From an optimization exercise on the open Yosys and OpenROAD flow, aimed at small area; shortcuts taken in it are not production practice. The RTL was checked by simulation tests, not by an equivalence proof against the original design. Power and IR drop assume default switching activity.

## flow/design.v (module list and top-level ports; edited modules follow where they fit)
// module tr1_demod: 418 lines
// module tr1_mac: 307 lines
module tr1_demod (
    input  wire               clk,
    input  wire               rst,         
    input  wire               start,       
    input  wire [1:0]         car,         
    input  wire [1:0]         lc,          
    input  wire               in_valid,
    input  wire signed [11:0] in_sample,
    input  wire               finish,      
    output wire               lv_valid,
    output wire [1:0]         lv_count,    
    output reg  [5:0]         lv_data,     
    output wire               done,
    output wire [7:0]         status       
);
  // ...
==> flow/flow/run.sh <==
#!/bin/bash
# Layout flow:
#  1. the standard synthesis (standard.sh), unchanged;
#  2. flow/polarity.py: each full adder of the netlist is used as is or with
#     all pins complemented (a full adder is self-dual), to need the fewest
#     inverters next to full adders, half adders and flip-flops;
#  3. Yosys/ABC re-map the plain logic gates (flow/remap.abc, area mapping);
#     flip-flops, full and half adders and tie cells stay as they are, so
#     every register keeps its name and cell;
#  4. the standard layout from that netlist, with buf_1 port buffers and
#     a clock tree of clkbuf_8 without dummy loads.
# Each tool's output goes to a log file of its own in this folder.
set -euo pipefail
W=$(pwd)
R=$W/orfs/results/sky130hd/tr1_demod/base
LIB=$FLOW_HOME/platforms/sky130hd/lib/sky130_fd_sc_hd__tt_025C_1v80.lib
CTS="-sink_clustering_enable -repair_clock_nets -sink_clustering_size 10 -sink_clustering_max_diameter 40 -buf_list sky130_fd_sc_hd__clkbuf_4 -dont_use_dummy_load"
PORTS="-buffer_cell sky130_fd_sc_hd__buf_1"

bash standard.sh "$R/1_2_yosys.v" > synth.log 2>&1
cp "$R/1_2_yosys.v" "$R/1_2_yosys.std.v"

python3 flow/polarity.py "$R/1_2_yosys.std.v" "$R/1_2_yosys.pol.v" 20 --free-logic > polarity.log 2>&1

DU=$(sed 's/^/-dont_use /' flow/dont_use.txt | tr '\n' ' ')
printf 'set_driving_cell sky130_fd_sc_hd__buf_1\nset_load 5\n' > abc.constr
# functional models of the plain logic cells, for Yosys to flatten
cat > models.ys <<EOY
read_liberty -ignore_miss_func $LIB
delete sky130_fd_sc_hd__fa_* sky130_fd_sc_hd__ha_* sky130_fd_sc_hd__*df* sky130_fd_sc_hd__conb_1 sky130_fd_sc_hd__dl* sky130_fd_sc_hd__*lpflow* sky130_fd_sc_hd__e* sky130_fd_sc_hd__decap* sky130_fd_sc_hd__diode* sky130_fd_sc_hd__probe* sky130_fd_sc_hd__macro* sky130_fd_sc_hd__sdf* sky130_fd_sc_hd__fah* sky130_fd_sc_hd__maj3*
write_verilog -noattr $W/models.v
EOY
yosys -l models.log models.ys > /dev/null 2>&1

cat > remap.ys <<EOY
read_liberty -lib $LIB
read_verilog -overwrite $W/models.v
read_verilog $R/1_2_yosys.pol.v
hierarchy -check -top $FLOW_TOP
flatten -noscopeinfo
simplemap
opt -fast
opt_clean -purge
abc -script $W/flow/remap.abc -liberty $LIB $DU -constr $W/abc.constr -D $FLOW_PERIOD_NS
opt_clean -purge
setundef -zero
hilomap -singleton -hicell sky130_fd_sc_hd__conb_1 HI -locell sky130_fd_sc_hd__conb_1 LO
splitnets
opt_clean -purge
insbuf -buf sky130_fd_sc_hd__buf_4 A X
stat -liberty $LIB
write_verilog -noattr -nohex -nodec $R/1_2_yosys.remap.v
EOY
yosys -l remap.log remap.ys > /dev/null 2>&1

cp "$R/1_2_yosys.remap.v" "$R/1_2_yosys.v"
touch "$R/1_2_yosys.v"
bash standard.sh "CTS_ARGS=$CTS" "BUFFER_PORTS_ARGS=$PORTS" finish > layout.log 2>&1
==> flow/flow/dont_use.txt <==
sky130_fd_sc_hd__probe_p_8
sky130_fd_sc_hd__probec_p_8
sky130_fd_sc_hd__lpflow_bleeder_1
sky130_fd_sc_hd__lpflow_clkbufkapwr_1
sky130_fd_sc_hd__lpflow_clkbufkapwr_16
sky130_fd_sc_hd__lpflow_clkbufkapwr_2
sky130_fd_sc_hd__lpflow_clkbufkapwr_4
sky130_fd_sc_hd__lpflow_clkbufkapwr_8
sky130_fd_sc_hd__lpflow_clkinvkapwr_1
sky130_fd_sc_hd__lpflow_clkinvkapwr_16
sky130_fd_sc_hd__lpflow_clkinvkapwr_2
sky130_fd_sc_hd__lpflow_clkinvkapwr_4
sky130_fd_sc_hd__lpflow_clkinvkapwr_8
sky130_fd_sc_hd__lpflow_decapkapwr_12
sky130_fd_sc_hd__lpflow_decapkapwr_3
sky130_fd_sc_hd__lpflow_decapkapwr_4
sky130_fd_sc_hd__lpflow_decapkapwr_6
sky130_fd_sc_hd__lpflow_decapkapwr_8
sky130_fd_sc_hd__lpflow_inputiso0n_1
sky130_fd_sc_hd__lpflow_inputiso0p_1
sky130_fd_sc_hd__lpflow_inputiso1n_1
sky130_fd_sc_hd__lpflow_inputiso1p_1
sky130_fd_sc_hd__lpflow_inputisolatch_1
sky130_fd_sc_hd__lpflow_isobufsrc_1
sky130_fd_sc_hd__lpflow_isobufsrc_16
sky130_fd_sc_hd__lpflow_isobufsrc_2
sky130_fd_sc_hd__lpflow_isobufsrc_4
sky130_fd_sc_hd__lpflow_isobufsrc_8
sky130_fd_sc_hd__lpflow_isobufsrckapwr_16
sky130_fd_sc_hd__lpflow_lsbuf_lh_hl_isowell_tap_1
sky130_fd_sc_hd__lpflow_lsbuf_lh_hl_isowell_tap_2
sky130_fd_sc_hd__lpflow_lsbuf_lh_hl_isowell_tap_4
sky130_fd_sc_hd__lpflow_lsbuf_lh_isowell_4
sky130_fd_sc_hd__lpflow_lsbuf_lh_isowell_tap_1
sky130_fd_sc_hd__lpflow_lsbuf_lh_isowell_tap_2
sky130_fd_sc_hd__lpflow_lsbuf_lh_isowell_tap_4
==> flow/flow/polarity.py <==
#!/usr/bin/env python3
"""Inverter clean-up for a flat gate-level netlist (Yosys write_verilog style).

A full adder is self-dual: FA(~a, ~b, ~c) = (~sum, ~cout). Synthesis often
leaves inverters between chained full adders. This script chooses, for every
full-adder cell, whether to use it as is or with all its pins complemented,
so as to need the fewest inverters, then rebuilds the inverters: at most one
per net, for the loads that need the complement. Flip-flops and every other
cell are left as they are.

usage: polarity.py in.v out.v
"""
import re, sys, random

FA = "sky130_fd_sc_hd__fa_1"
INV_RE = re.compile(r"^sky130_fd_sc_hd__(clk)?inv_\d+$")
NEW_INV = "sky130_fd_sc_hd__inv_1"
OUT_PINS = {"X", "Y", "Q", "Q_N", "COUT", "SUM", "HI", "LO"}
FA_IN = ("A", "B", "CIN")
FA_OUT = ("COUT", "SUM")

src = re.sub(r"\(\*.*?\*\)", "", open(sys.argv[1]).read())
m = re.search(r"^module\s+(\w+)\s*\((.*?)\);", src, re.S | re.M)
body_start = m.end()
end = src.rindex("endmodule")
body = src[body_start:end]

decl_re = re.compile(r"^\s*(input|output|inout|wire)\b[^;]*;", re.M)
cell_re = re.compile(r"^\s*(sky130_fd_sc_hd__\w+)\s+(\S+)\s*\((.*?)\);", re.S | re.M)
decls = [d.group(0) for d in decl_re.finditer(body)]
cells = []
for c in cell_re.finditer(body):
    pins = [(p, v.strip()) for p, v in re.findall(r"\.(\w+)\(([^()]*)\)", c.group(3))]
    cells.append([c.group(1), c.group(2), pins])
rest = cell_re.sub("", decl_re.sub("", body)).strip()
assert rest == "", "unexpected netlist content: %r" % rest[:200]

ports_out = set()
for d in decls:
    mm = re.match(r"\s*output\s+(\[\d+:\d+\]\s*)?(\S+)\s*;", d)
    if mm:
        name = mm.group(2)
        if mm.group(1):
            hi, lo = map(int, re.findall(r"\d+", mm.group(1)))
            for i in range(lo, hi + 1):
                ports_out.add("%s[%d]" % (name, i))
        else:
            ports_out.add(name)

# inverters: output net -> input net
inv_of = {}
inv_cells = set()
for i, (t, n, pins) in enumerate(cells):
    if INV_RE.match(t):
        pd = dict(pins)
        inv_of[pd["Y"]] = pd["A"]
        inv_cells.add(i)

def base(net):
    par = 0
    seen = 0
    while net in inv_of:
        net = inv_of[net]
        par ^= 1
        seen += 1
        assert seen < 1000
    return net, par

# loads of each base net: (cell index or None for a port, pin, parity)
loads = {}
driver = {}
for i, (t, n, pins) in enumerate(cells):
    if i in inv_cells:
        continue
    for p, v in pins:
        if p in OUT_PINS:
            driver[v] = (i, p)
        else:
            b, par = base(v)
            loads.setdefault(b, []).append((i, p, par))

fa_cells = [i for i, c in enumerate(cells) if c[0] == FA]
flip = {i: 0 for i in fa_cells}
# a full adder that drives an output port (directly or through inverters)
# keeps its polarity
port_bases = {}
for o in ports_out:
    b, par = base(o)
    port_bases.setdefault(b, []).append((o, par))
fixed = set()
for i in fa_cells:
    for p, v in cells[i][2]:
        if p in OUT_PINS and v in port_bases:
            fixed.add(i)

FREE_LOGIC = "--free-logic" in sys.argv
FIXED_TYPES = re.compile(r"^sky130_fd_sc_hd__(ha_|e?dfx|dfr|dfs|sdf|dl|conb)")

def is_free(ci):
    # a logic gate: a later re-mapping absorbs inverters at its pins
    if not FREE_LOGIC or ci is None:
        return False
    t = cells[ci][0]
    return t != FA and not FIXED_TYPES.match(t)

def net_cost(b):
    d = driver.get(b)
    needs = set()
    for (ci, p, par) in loads.get(b, []):
        if is_free(ci):
            continue
        needs.add(par ^ (flip.get(ci, 0) if ci is not None else 0))
    if d and is_free(d[0]):
        return 1 if len(needs) == 2 else 0
    dp = flip.get(d[0], 0) if d else 0
    return 1 if any(n != dp for n in needs) else 0

# nets touching each full adder
fa_nets = {}
for i in fa_cells:
    ns = set()
    for p, v in cells[i][2]:
        ns.add(base(v)[0] if p not in OUT_PINS else v)
    fa_nets[i] = ns

all_bases = set(loads)
before = sum(net_cost(b) for b in all_bases)
rng = random.Random(1)
best = None
for trial in range(int(sys.argv[3]) if len(sys.argv) > 3 and sys.argv[3].isdigit() else 20):
    if trial:
        for i in fa_cells:
            flip[i] = rng.randint(0, 1) if i not in fixed else 0
    improved = True
    rounds = 0
    while improved and rounds < 100:
        improved = False
        rounds += 1
        order = list(fa_cells)
        rng.shuffle(order)
        for i in order:
            if i in fixed:
                continue
            ns = fa_nets[i]
            c0 = sum(net_cost(b) for b in ns)
            flip[i] ^= 1
            c1 = sum(net_cost(b) for b in ns)
            if c1 < c0 or (c1 == c0 and rng.random() < 0.3 and rounds < 60):
                improved = improved or c1 < c0
            else:
                flip[i] ^= 1
    cost = sum(net_cost(b) for b in all_bases)
    if best is None or cost < best[0]:
        best = (cost, dict(flip))
flip = best[1]
after = best[0]

def esc(v, suffix):
    return (v + suffix) if not v.startswith("\\") else (v + suffix)

# physical name of each base net: a flipped full adder's outputs are renamed,
# since they now carry the complement
phys = {}
new_wires = []
for i in fa_cells:
    if flip[i]:
        for p, v in cells[i][2]:
            if p in OUT_PINS:
                phys[v] = esc(v, "_pn")
                new_wires.append("  wire %s ;" % phys[v] if v.startswith("\\") else "  wire %s;" % phys[v])

def pname(b):
    return phys.get(b, b)

new_cells = []
conn = {}
inv_net = {}
k = 0
for b, ls in loads.items():
    d = driver.get(b)
    dp = flip.get(d[0], 0) if d else 0
    for (ci, p, par) in ls:
        need = par ^ (flip.get(ci, 0) if ci is not None else 0)
        if need == dp:
            target = pname(b)
        else:
            if b not in inv_net:
                y = "pol_inv_%d_y" % k
                inv_net[b] = y
                new_wires.append("  wire %s;" % y)
                new_cells.append([NEW_INV, "pol_inv_%d" % k, [("A", pname(b)), ("Y", y)]])
                k += 1
            target = inv_net[b]
        conn[(ci, p)] = target

out_cells = []
for i, (t, n, pins) in enumerate(cells):
    if i in inv_cells:
        continue
    np_ = []
    for p, v in pins:
        if p in OUT_PINS:
            np_.append((p, pname(v) if (i in flip and flip[i]) else v))
        else:
            np_.append((p, conn.get((i, p), v)))
    out_cells.append([t, n, np_])

# output ports that are inverter outputs: one inverter each, as before
for b, lst in port_bases.items():
    for (o, par) in lst:
        if par == 0:
            assert b == o
            continue
        assert not (driver.get(b) and flip.get(driver[b][0], 0))
        new_cells.append([NEW_INV, "pol_port_inv_%d" % k, [("A", pname(b)), ("Y", o)]])
        k += 1

def fmt(c):
    t, n, pins = c
    def net(v):
        return v + " " if v.startswith("\\") else v
    return "  %s %s (\n%s\n  );" % (t, net(n), ",\n".join("    .%s(%s)" % (p, net(v)) for p, v in pins))

used = set()
for c in out_cells + new_cells:
    for p, v in c[2]:
        used.add(v)
out = [src[:body_start], "\n".join(decls), "\n".join(w for w in new_wires)]
out += [fmt(c) for c in out_cells + new_cells]
out.append("endmodule\n")
open(sys.argv[2], "w").write("\n".join(out))
nflip = sum(flip.values())
print("full adders %d, flipped %d; inverters before %d (nets needing one %d), after %d"
      % (len(fa_cells), nflip, len(inv_cells), before, len(new_cells)))
==> flow/flow/remap.abc <==
strash
&get -n
&syn2
&put
dch
amap
==> flow/standard.sh <==
#!/bin/bash
# synth_recipe.tcl (not shown) runs the flow's synth.tcl, then flattens the netlist and writes it again
# the make line also repeats each setting of config.mk as NAME=value (left out here)
make -C /OpenROAD-flow-scripts/flow DESIGN_CONFIG=/design/flow/config.mk WORK_HOME=/design/flow/orfs CLKGATE_MAP_FILE= SYNTH_SCRIPT=/design/flow/synth_recipe.tcl "${@:-finish}"
==> flow/config.mk <==
export PLATFORM = sky130hd
export DESIGN_NAME = tr1_demod
export DESIGN_NICKNAME = tr1_demod
export VERILOG_FILES = /design/flow/design.v
export SDC_FILE = /design/flow/constraint.sdc
export NUM_CORES = 4
export LEC_CHECK = 0
export CAP_MARGIN = 10
export CORE_MARGIN = 2
export CORE_UTILIZATION = 40
export CTS_BUF_LIST = sky130_fd_sc_hd__clkbuf_8
export CTS_CLUSTER_DIAMETER = 60
export CTS_CLUSTER_SIZE = 18
export GPL_TIMING_DRIVEN = 0
export SLEW_MARGIN = 0
==> flow/constraint.sdc <==
create_clock -name core_clock -period 16.0 [get_ports {clk}]
set_input_delay 3.2000 -clock core_clock [delete_from_list [all_inputs] [get_ports {clk}]]
set_output_delay 3.2000 -clock core_clock [all_outputs]
set_load 0.01 [all_outputs]
==> reports/metrics.csv, run 1 <==
stage,metric,value,unit
floorplanning,Die X,237,µm
worst_hold_path,worst hold path class,reg -> reg,
finish,Top Registers,"xr (54), hacc (29)",
finish,# clk buffers,54,
finish,multi-input combinational area share,65.1,%
critical_path,Critical Path Stages,36,
clocking,clock buffer count from CTS,54,
finish,dominant class by area,multi-input combinational cells,
power_and_ir_drop,Comb. pwr,1.04,mW
power_and_ir_drop,Power Total,2.35,mW
finish,most frequent cells in the layout,"nor2_1, o21ai_0, fa_1",
route,Routed WL,73800,µm
clocking,CTS max path bufs,3,
placement,pre-CTS WS,-1.41,ns
route,drt wl/cell,22.3,µm
power_and_ir_drop,part of the power in combinational logic,44.2,%
finish,max FFs per register,54,
timing,Final Max Slew Viols,0,
grt,antenna violations before repair,2,
grt,largest net degree at the start of global routing,99,
timing,final setup fails,0,
clocking,CTS clock-pin slew for the worst setup and hold paths,0.11,ns
timing,RSZ-0062 raised after global routing,true,
grt,met1 Resource Use GR,36.9,%
finish,seq_cells,276,
logic_synthesis,Syn Std Cell Area,0.0217,mm²
finish,Largest Register,xr,
placement,RD Place Congestion,0.968,
finish,footprint of the multi-input gates,0.0155,mm²
timing,Max Freq,64.0,MHz
outcome,status,timing/DRC/antenna clean,
critical_path,CP max FO,24,
route,highest metal used,met5,
finish,"commonest non-fill, non-tap cell in the layout",nor2_1,
power_and_ir_drop,P_int,1.44,mW
grt,vias in the first global route,19100,
timing,final hold viol count,0,
timing,Tmin final,15.62,ns
worst_hold_path,hold path start,y2[10]$_DFF_P_,
==> run 2, diff against run 1 <==
--- a/flow/flow/run.sh
+++ b/flow/flow/run.sh
@@ -5,5 +5,7 @@
 #     all pins complemented (a full adder is self-dual), to need the fewest
 #     inverters next to full adders, half adders and flip-flops;
-#  3. Yosys/ABC re-map the plain logic gates (flow/remap.abc, area mapping);
+#  3. Yosys/ABC re-map the plain logic gates with each area-mapping script
+#     flow/map_*.abc, from both polarity choices (with and without counting
+#     inverters next to plain gates), and keep the smallest netlist;
 #     flip-flops, full and half adders and tie cells stay as they are, so
 #     every register keeps its name and cell;
@@ -21,5 +23,6 @@
 cp "$R/1_2_yosys.v" "$R/1_2_yosys.std.v"
 
-python3 flow/polarity.py "$R/1_2_yosys.std.v" "$R/1_2_yosys.pol.v" 20 --free-logic > polarity.log 2>&1
+python3 flow/polarity.py "$R/1_2_yosys.std.v" "$R/1_2_yosys.pol_free.v" 20 --free-logic > polarity_free.log 2>&1
+python3 flow/polarity.py "$R/1_2_yosys.std.v" "$R/1_2_yosys.pol_fixed.v" 20 > polarity_fixed.log 2>&1
 
 DU=$(sed 's/^/-dont_use /' flow/dont_use.txt | tr '\n' ' ')
@@ -33,8 +36,13 @@
 yosys -l models.log models.ys > /dev/null 2>&1
 
-cat > remap.ys <<EOY
+# re-map with each ABC script in flow/map_*.abc, from each polarity choice,
+# and keep the smallest netlist
+for p in free fixed; do
+  for f in flow/map_*.abc; do
+    m=$(basename "$f" .abc)
+    cat > remap_${p}_${m}.ys <<EOY
 read_liberty -lib $LIB
 read_verilog -overwrite $W/models.v
-read_verilog $R/1_2_yosys.pol.v
+read_verilog $R/1_2_yosys.pol_${p}.v
 hierarchy -check -top $FLOW_TOP
 flatten -noscopeinfo
@@ -42,5 +50,5 @@
 opt -fast
 opt_clean -purge
-abc -script $W/flow/remap.abc -liberty $LIB $DU -constr $W/abc.constr -D $FLOW_PERIOD_NS
+abc -script $W/$f -liberty $LIB $DU -constr $W/abc.constr -D $FLOW_PERIOD_NS
 opt_clean -purge
 setundef -zero
@@ -49,8 +57,23 @@
 opt_clean -purge
 insbuf -buf sky130_fd_sc_hd__buf_4 A X
-stat -liberty $LIB
-write_verilog -noattr -nohex -nodec $R/1_2_yosys.remap.v
+tee -o $W/remap_${p}_${m}.area stat -liberty $LIB
+write_verilog -noattr -nohex -nodec $R/1_2_yosys.remap_${p}_${m}.v
 EOY
-yosys -l remap.log remap.ys > /dev/null 2>&1
+    yosys -l remap_${p}_${m}.log remap_${p}_${m}.ys > /dev/null 2>&1 &
+    while [ "$(jobs -r | wc -l)" -ge "${NUM_CORES:-4}" ]; do sleep 1; done
+  done
+done
+wait
+best=""
+bestarea=""
+for a in remap_*.area; do
+  v=$(grep "Chip area for module" "$a" | tail -1 | awk '{print $NF}')
+  [ -n "$v" ] || continue
+  if [ -z "$bestarea" ] || python3 -c "import sys; sys.exit(0 if float('$v') < float('$bestarea') else 1)"; then
+    best=${a%.area}; bestarea=$v
+  fi
+done
+echo "best $best $bestarea" > remap_choice.log
+cp "$R/1_2_yosys.remap_${best#remap_}.v" "$R/1_2_yosys.remap.v"
 
 cp "$R/1_2_yosys.remap.v" "$R/1_2_yosys.v"
==> flow/flow/map_a1.abc (new file) <==
strash
dch -f
amap
==> flow/flow/map_a3.abc (new file) <==
strash
dch
amap -m
==> flow/flow/map_a4.abc (new file) <==
strash
&get -n
&syn2
&put
dch
amap
==> flow/flow/map_a5.abc (new file) <==
strash
dch
amap -F 5 -A 5
==> flow/flow/map_s4.abc (new file) <==
strash
dch
amap
removed: flow/flow/remap.abc
==> run 2 against run 1 <==
Effect of this change: highest routed layer is now met4; worst hold slack improved by 0.021 ns; register-to-register slack improved by 0.17 ns; critical endpoint unchanged; clock skew decreased by 0.034 ns; still clean.
==> reports/metrics.csv, run 2 <==
stage,metric,value,unit,change
finish,most frequent cells in the layout,"o21ai_0, fa_1, nand2_1",,
floorplanning,initial core utilization,40.3,%,
floorplanning,top-level port count,39,,
grt,antenna violations before repair,2,,unchanged
route,First-pass DRT Iterations,7,,
finish,Final Cell Area,0.0238,mm²,
clocking,CTS clock-pin slew for the worst setup and hold paths,0.10,ns,about the same
finish,max FFs per register,54,,unchanged
placement,Cells after DPL,3233,,
floorplanning,Die H,237,µm,
grt,vias in the first global route,19100,,+0.21%
finish,ratio of cells with drive above 1 in the final layout,5.25,%,
route,initial drt markers,1993,,
worst_hold_path,hold path cells,2,,
route,Post-DRT Antenna Nets,0,,
logic_synthesis,Syn Std Cell Area,0.0216,mm²,-0.35%
route,vias,19600,,
finish,Largest Register,xr,,
clocking,clock buffer count from CTS,51,,-5.6%
route,# DRC,0,,
finish,"commonest non-fill, non-tap cell in the layout",o21ai_0,,
timing,sum of negative setup slack,0,ns,
timing,Final Cycle Share,95.6,%,
route,drt wl/cell,21.5,µm,-3.6%
finish,final design utilization,44.4,%,
critical_path,Critical Path Stages,36,,unchanged
clocking,clk latency of the worst-skew pair,0.83,ns,
clocking,clock root cell,clkbuf_4,,
clocking,Sink Count,276,,
timing,RSZ-0062 raised after global routing,false,,
clocking,TritonCTS clock tree,done,,
outcome,status,timing/DRC/antenna clean,,
grt,gr ovfl total,0,,
placement,Post-DP HPWL,53400,µm,
timing,Rel. slew slack,8.22,%,
route,post-DR vias/cell,5.97,,
critical_path,"delay-heaviest family, CP",adder cells,,
clocking,CTS max path bufs,3,,unchanged
floorplanning,FP Rows,85,,
worst_hold_path,worst hold path class,reg -> reg,,
floorplanning,Die X,237,µm,-0.17%
power_and_ir_drop,Worst VDD drop,54.0,µV,
timing,Final Max Slew Viols,0,,unchanged
timing,Max Freq,65.4,MHz,+2.2%
route,Routed WL,70700,µm,-4.2%
floorplanning,Die ar.,0.0560,mm²,
critical_path,delay of the slowest critical-path stage,0.58,ns,
finish,area grow syn2layout,10.1,%,
clocking,H-tree levels,2,,
finish,nets,2958,,
clocking,hold buffer count at cts,0,,
logic_synthesis,Cells after Synth,2460,,
critical_path,CP arrival,15.86,ns,
placement,RD Place Congestion,0.942,,-2.7%
finish,Final Non-Filler Cells,3291,,
critical_path,CP endpoint kind,flip-flop,,
run,max-cap violations,0,,
critical_path,Slowest cell on crit path,nand3_1,,
critical_path,CP max FO,23,,-4.2%
critical_path,critical path buffer and inverter count,3,,
placement,placed instance area,0.0233,mm²,
critical_path,CP Launch Type,primary input,,
grt,gr usage total,25.8,%,
grt,largest net degree at the start of global routing,132,,+33%
timing,final setup fails,0,,unchanged
timing,final hold slack,0.404,ns,
timing,Tmin final,15.29,ns,-0.331 ns
finish,fill count,5316,,
finish,Top Registers,"xr (54), hacc (29)",,
floorplanning,core area,0.0537,mm²,
power_and_ir_drop,Pwr Density,94.7,mW/mm²,
logic_synthesis,Avg Inst Size Synth,8.80,µm²,
timing,final hold viol count,0,,unchanged
timing,Slew @ Worst Pin,1.38,ns,
critical_path,CP most frequent cell,fa_1,,
critical_path,CP required,16.57,ns,
placement,count of input and output buffers,35,,
grt,first-pass GRT wire length,113000,µm,
critical_path,Worst Reg2Reg Path Length in Cells,44,,
critical_path,critical path class,in -> reg,,
timing,Final Skew,0.154,ns,
power_and_ir_drop,LEAKAGE,9.07,nW,
logic_synthesis,synthesis warning total,1,,
==> run 2: what timing repair did <==
action | in CTS | in global routing
buffers inserted | 0 | 1
resized for setup | 2 | 7
pin swaps | 0 | 0
setup endpoints to repair | 2 | 4
==> run 2: through the flow <==
stage	total power, mW	setup slack, ns
after floorplan	1.59	0.302
after global routing	2.46	0.0998
after detailed placement	1.88	-0.489
after CTS	2.29	0.157
final	2.26	0.711
after global placement	1.84	-7.99
==> run 2: tightest hold or removal path, stage by stage (launching register included) <==
cell and delay [ns]:
dfxtp_1 0.31, nand2_1 0.04, o21ai_0 0.06
==> run 2: report_power, final <==
part,internal [mW],switching [mW]
clock network,0.144,0.252
logic,0.407,0.555
registers,0.854,0.0452
total,1.40,0.852
==> run 2: final cells by class <==
type / count / area [µm²] / area share (%)
clock buffers: 51 / 383 / 1.61
diodes: 3 / 7.51 / 0.0315
multi-input cells: 1997 / 15300 / 64.2
inverters: 181 / 698 / 2.93
flip-flops and latches: 276 / 5750 / 24.1
plain buffers: 7 / 52.6 / 0.220
well taps: 696 / 871 / 3.65
repair buffers: 80 / 771 / 3.23
==> run 2: per-layer routing <==
layer / track usage (%) / vias up / wire (µm)
met3: 4.97 / 154 / 6080
met5: 0 / - / 0
met1: 37.2 / 9495 / 31100
li1: - / 9125 / -
met2: 38.9 / 874 / 31200
met4: 8.63 / 0 / 2300
==> run 2: final timing paths <==
| kind | startpoint | end | slack (ns) |
|---|---|---|---|
| setup / recovery | in_valid | xr[53]$_SDFF_PN0_ | 0.71 |
| hold / removal | y2[6]$_DFF_P_ | y1[6]$_DFF_P_ | 0.40 |
| setup reg to reg | lo[0]$_SDFFCE_PP0P_ | xr[53]$_SDFF_PN0_ | 0.96 |
| hold reg to reg | y2[6]$_DFF_P_ | y1[6]$_DFF_P_ | 0.40 |

re-timing with driven ports:
The flow's constraints put no driver on any port. The routed layouts listed below were extracted and timed again, unchanged, in two steps.
Step 1, drivers: a clkbuf_16 drives clk and a buf_2 each remaining input, both assumed.
Step 2 moves the port delays by t, midway between the first and last clock arrival at a register: inputs arrive t later, outputs are due t later. That takes back most of the time a late clock gives input paths.
Slacks: no drivers / after step 1 / after step 2; pairs: no drivers / after step 1.
run	shift t [ns]	setup slack, ns	clock arrival spread, ns
run 1	0.822	0.380 / 0.406 / -0.416	0.193 / 0.192
run 2	0.810	0.711 / 0.740 / -0.070	0.166 / 0.166
Met with ideal ports but missed after step 2: setup timing in run 1 and run 2. For run 1, which loses most, drivers alone change the setup slack by +0.026 ns; drivers and shift together by -0.796 ns.
